Context: an optimization exercise on an open-source flow, tuned for a short achievable clock period and few clock cycles per item. The choices shown serve that exercise and are no tape-out recipe.
Where RTL was checked, it was by simulation tests only, not by an equivalence proof against the original.
Power is estimated from default activity; no workload was simulated.

job 101:
Design tms1100_core, start of the top module:
module tms1100_core (
    input  wire        clk,
    input  wire        rst,         
    output wire [10:0] rom_addr,    
    input  wire [7:0]  rom_data,    
    input  wire [3:0]  k_in,        
    output wire [4:0]  o_out,       
    output wire [10:0] r_out,       
    output wire        retire       
);
Size in the first run: about 2,500 cells after synthesis, ~21,000 um2 of cells after synthesis.
clock: 6.0 ns
lec_check: 0
abc_clock_period_in_ps: 2000
cap_margin: 20
core_margin: 2
core_utilization: 40
setup_slack_margin: 4.0
slew_margin: 20
run.sh (not shown) runs the stock make flow with config.mk's settings and CLKGATE_MAP_FILE= SYNTH_SCRIPT=/design/flow/synth_recipe.tcl, a recipe that flattens the netlist after the stock synthesis.
For job 102, these inputs were changed with respect to job 101:
--- a/flow/design.v
+++ b/flow/design.v
@@ -205,32 +205,29 @@
                          ({16{e_tay}} & oh16(a)) | ({16{e_tmy}} & oh16(mreg)) |
                          ({16{y_hold}} & y_oh);
     wire [1:0] x_n    = ({2{x_comx}} & {~x[1], x[0]}) | ({2{x_ldx}} & {dop[1], dop[2]}) |
                         ({2{x_hold}} & x);
     wire [3:0] x_oh_n = ({4{x_comx}} & {x_oh[1:0], x_oh[3:2]}) |
                         ({4{x_ldx}} & {dop[1] & dop[2], dop[1] & ~dop[2], ~dop[1] & dop[2], ~dop[1] & ~dop[2]}) |
                         ({4{x_hold}} & x_oh);
     wire       sflag_n = y_inc ? y_oh[15] : ~y_oh[0];
     wire        base_seq = ~rec_b & ~if_bad;
     wire [10:0] fa_inc   = {fa[10:6], fa[5:0] + 6'd1};
-    wire        nt_next  = d_ok & (dop[7:6] == 2'b00) & (dop[4:1] == 4'b0010) &
-                           (dop[0] ? ~y_oh[15] : y_oh[0]);
-    wire        hit_p    = hit & ~nt_next;
-    wire [10:0] fa_base  = rec_b ? rec : if_bad ? fa_alt : hit_p ? btgt : fa_inc;
+    wire [10:0] fa_base  = rec_b ? rec : if_bad ? fa_alt : hit ? btgt : fa_inc;
     wire        sel_br   = (d_ok & ~d_pred & (~ls_k | ls_v) & d_br) | p_fix;
     wire        sel_rt   = d_ok & d_retn;
     wire        sel_ty   = d_ok & d_ty;
     wire        sel_none = ~(sel_br | sel_rt | sel_ty);
     wire [10:0] fa_n     = ({11{sel_br}} & {br_hi, dop[5:0]}) | ({11{sel_rt}} & rt_addr) |
                            ({11{sel_ty}} & seq_cur) | ({11{sel_none}} & fa_base);
     wire        dv_n     = sel_br ? d_pend : (sel_none & base_seq);
-    wire        pred_n   = sel_none & base_seq & hit_p;
+    wire        pred_n   = sel_none & base_seq & hit;
     reg d_we, d_wd_a, d_wd_c4, d_wd_bit;
     reg d_a_m, d_a_k, d_a_y, d_a_0, d_a_sum;
     reg d_s_sum, d_s_mnea, d_s_ynea, d_s_knez, d_s_tbit, d_s_mnez, d_s_ynec, d_sfl;
     reg d_x_m, d_x_c4, d_y_na, d_y_a, d_y_15, d_cin;
     reg d_tdo, d_rstr, d_setr, d_tay, d_tmy;
     always @(*) begin
         {d_we, d_wd_a, d_wd_c4, d_wd_bit} = 4'b0;
         {d_a_m, d_a_k, d_a_y, d_a_0, d_a_sum} = 5'b0;
         {d_s_sum, d_s_mnea, d_s_ynea, d_s_knez, d_s_tbit, d_s_mnez, d_s_ynec, d_sfl} = 8'b0;
         {d_x_m, d_x_c4, d_y_na, d_y_a, d_y_15, d_cin} = 6'b0;
==> comparison <==
Diff job 101 -> job 102: count of inverters not on the clock network in the layout climbed 13%; post-layout total power decreased by 2.4% relative to the old numbers; worst setup slack saw an increase; sequential share of layout area shows an increase of 0.95 points; area of the mapped netlist lower. In the tables for job 102 and job 101, global-route wire length before repair reads lower with job 102. Job 102 vs job 101 — share of the yosys chip area belonging to registers rose 0.32 points.
Testbench counts of job 102, summed over its fixed seeds: cycles 70,928, instructions 64,000.
Only the layout flow was run in job 101; the RTL was not checked for function there.

Another version of the RTL of tms1100_core (not shown whole).
Size in the first run: about 2300 cells after synthesis, roughly 510 flip-flops, about 21000 um^2 of cells after synthesis.
Settings: LEC_CHECK=0, ABC_CLOCK_PERIOD_IN_PS=2000, CAP_MARGIN=20, CORE_MARGIN=2, CORE_UTILIZATION=40, SETUP_SLACK_MARGIN=4.0, SLEW_MARGIN=20; clock period 6.0 ns.
Testbench counts at the start, summed over its fixed seeds: cycles 70,922, instructions 64,000.
Rerun with:
--- a/flow/design.v
+++ b/flow/design.v
@@ -151,42 +151,41 @@
     wire       call_n = e_call & s & ~cl;          
     wire [3:0] pb_n   = e_ldp ? c4 : (e_call & s) ? e_pc[9:6] : pb;
     wire [5:0] sr_n   = call_n ? e_pc[5:0] + 6'd1 : sr;
     wire       cs_n   = call_n ? e_pc[10] : cs;
     wire       cl_n   = ~e_retn & (cl | (e_call & s));
     wire       cb_n   = cb ^ e_comc;
     wire [10:0] br_tgt = {cb, cl ? e_pc[9:6] : pb, op[5:0]};
     wire       s_next = e_s1 | ((e_stype | e_sfl) ? s_n : s);
     wire [7:0] dop      = rom_data;
     wire       taken_l  = pend & s;           
     wire       ntaken_l = pend & ~s;          
     wire       rec_b    = pend_b & ~s;        
-    wire       e_kill   = e_retn | e_tay | e_tmy;
-    wire [10:0] e_tgt   = (e_retn & cl) ? {cs, pb, sr} :
-                          {e_pc[10], e_retn ? pb : e_pc[9:6], e_pc[5:0] + 6'd1};
-    wire       d_ok     = dv & ~taken_l & ~rec_b & ~e_kill;    
+    wire       d_ok     = dv & ~taken_l & ~rec_b;    
     wire [3:0] pb_f     = e_ldp ? c4 : pb;
     wire       cb_f     = cb ^ e_comc;
     wire [4:0] br_hi    = {cb_f, cl ? fa_d[9:6] : pb_f};
     wire       ls_k     = ~e_stype;
     wire       ls_v     = e_s1 | (e_sfl & e_sflag) | (~e_s1 & ~e_sfl & s);
     wire       known_nt = ls_k & ~ls_v;
     wire       hit_ok   = (fa[10:6] == br_hi);
     wire       p_nt     = d_ok & d_pred & known_nt;             
     wire       p_fix    = d_ok & d_pred & ~known_nt & ~hit_ok;  
     wire       if_bad   = ntaken_l | p_nt;
     wire [10:0] seq_cur = if_bad ? fa_alt : fa;                  
     wire       hit      = hit_q;               
+    wire [10:0] rt_addr = cl ? {cs, pb_f, sr} : {fa_d[10], pb_f, seq_cur[5:0]};
     wire       d_br     = dop[7];
     wire       d_retn   = (dop == 8'h0F);
+    wire       d_ty     = (dop[7:2] == 6'b001000) & ~dop[0];      
     wire       d_pend   = d_ok & ~d_pred & d_br & ~ls_k;
     wire       d_pend_b = d_ok & d_pred & ~ls_k;
     wire [5:0] d_addr = {x, y};
     wire       m_fwd  = e_we & (e_addr == d_addr);
     wire [3:0] x_rd   = x_oh & {4{~m_fwd}};
     reg  [3:0] m_col [0:3];
     reg  [3:0] m_ram;
     integer    xi, yi;
     always @(*) begin
         for (xi = 0; xi < 4; xi = xi + 1) begin
             m_col[xi] = 4'd0;
             for (yi = 0; yi < 16; yi = yi + 1)
@@ -210,33 +209,36 @@
                         ({4{e_tay}} & a) | ({4{e_tmy}} & mreg) | ({4{y_hold}} & y);
     wire [15:0] y_oh_n = ({16{y_dec}} & {y_oh[0], y_oh[15:1]}) |
                          ({16{y_inc}} & {y_oh[14:0], y_oh[15]}) |
                          ({16{y_tcy}} & oh16(c4d)) |
                          ({16{e_tay}} & oh16(a)) | ({16{e_tmy}} & oh16(mreg)) |
                          ({16{y_hold}} & y_oh);
     wire [1:0] x_n    = ({2{x_comx}} & {~x[1], x[0]}) | ({2{x_ldx}} & {dop[1], dop[2]}) |
                         ({2{x_hold}} & x);
     wire [3:0] x_oh_n = ({4{x_comx}} & {x_oh[1:0], x_oh[3:2]}) |
                         ({4{x_ldx}} & {dop[1] & dop[2], dop[1] & ~dop[2], ~dop[1] & dop[2], ~dop[1] & ~dop[2]}) |
                         ({4{x_hold}} & x_oh);
     wire       sflag_n = y_inc ? y_oh[15] : ~y_oh[0];
-    wire        base_seq = ~rec_b & ~e_kill & ~if_bad;
+    wire        base_seq = ~rec_b & ~if_bad;
     wire [10:0] fa_inc   = {fa[10:6], fa[5:0] + 6'd1};
     wire        nt_next  = d_ok & (dop[7:6] == 2'b00) & (dop[4:1] == 4'b0010) &
                            (dop[0] ? ~y_oh[15] : y_oh[0]);
     wire        hit_p    = hit & ~nt_next;
-    wire [10:0] fa_base  = rec_b ? rec : e_kill ? e_tgt : if_bad ? fa_alt : hit_p ? btgt : fa_inc;
+    wire [10:0] fa_base  = rec_b ? rec : if_bad ? fa_alt : hit_p ? btgt : fa_inc;
     wire        sel_br   = (d_ok & ~d_pred & (~ls_k | ls_v) & d_br) | p_fix;
-    wire        sel_none = ~sel_br;
-    wire [10:0] fa_n     = sel_br ? {br_hi, dop[5:0]} : fa_base;
+    wire        sel_rt   = d_ok & d_retn;
+    wire        sel_ty   = d_ok & d_ty;
+    wire        sel_none = ~(sel_br | sel_rt | sel_ty);
+    wire [10:0] fa_n     = ({11{sel_br}} & {br_hi, dop[5:0]}) | ({11{sel_rt}} & rt_addr) |
+                           ({11{sel_ty}} & seq_cur) | ({11{sel_none}} & fa_base);
     wire        dv_n     = sel_br ? d_pend : (sel_none & base_seq);
     wire        pred_n   = sel_none & base_seq & hit_p;
     wire [10:0] btag_n   = (e_br & s) ? e_pc : btag;
     wire        hit_n    = sel_none & base_seq & ~hit_p & (bv | (e_br & s)) & (fa_inc == btag_n);
     reg d_we, d_wd_a, d_wd_c4, d_wd_bit;
     reg d_a_m, d_a_k, d_a_y, d_a_0, d_a_sum;
     reg d_s_sum, d_s_mnea, d_s_ynea, d_s_knez, d_s_tbit, d_s_mnez, d_s_ynec, d_sfl;
     reg d_x_m, d_x_c4, d_y_na, d_y_a, d_y_15, d_cin;
     reg d_tdo, d_rstr, d_setr, d_tay, d_tmy;
     always @(*) begin
         {d_we, d_wd_a, d_wd_c4, d_wd_bit} = 4'b0;
         {d_a_m, d_a_k, d_a_y, d_a_0, d_a_sum} = 5'b0;
=> Clock power climbs by about 3%; area after synthesis drops by about 0.45%; fmax is lower by 6.8%; die area fell by about 0.44%; hold slack is about the same; count of clock-buffer cells in the layout stays the same; setup slack degrades by 170 ps; routed wire length is higher by 0.35%.
No functional check of the RTL was part of the second run of this note.

==> port drivers added, routing unchanged <==
The flow's constraints put no driver on any port. The routed layouts listed below were extracted and timed again, unchanged, in two steps. Step 1 sets driving cells, clkbuf_16 on the clock port and buf_2 on the other inputs (assumed; they add their load-dependent delay and slew). Step 2 moves the port delays by t, midway between the first and last clock arrival at a register: inputs arrive t later, outputs are due t later. That takes back most of the time a late clock gives input paths. a / b / c = ideal ports / drivers / drivers and shift; a / b = the first two.
| run | shift t [ns] | setup WS [ns] | worst setup path after step 2 | cell pins on the clock port's net |
|---|---|---|---|---|
| job 101 | 0.690 | 3.536 / 3.507 / 2.956 | input to register | 1 |
| job 102 | 0.665 | 3.587 / 3.528 / 2.973 | input to register | 1 |
| the first run of note 2 | 0.661 | 3.628 / 3.631 / 2.971 | input to register | 1 |
| the second run of note 2 | 0.659 | 3.456 / 3.464 / 2.805 | input to register | 1 |
After both steps setup and hold are still met in every run listed. For the first run of note 2, which loses most, drivers alone change the setup slack by +0.003 ns; drivers and shift together by -0.657 ns.
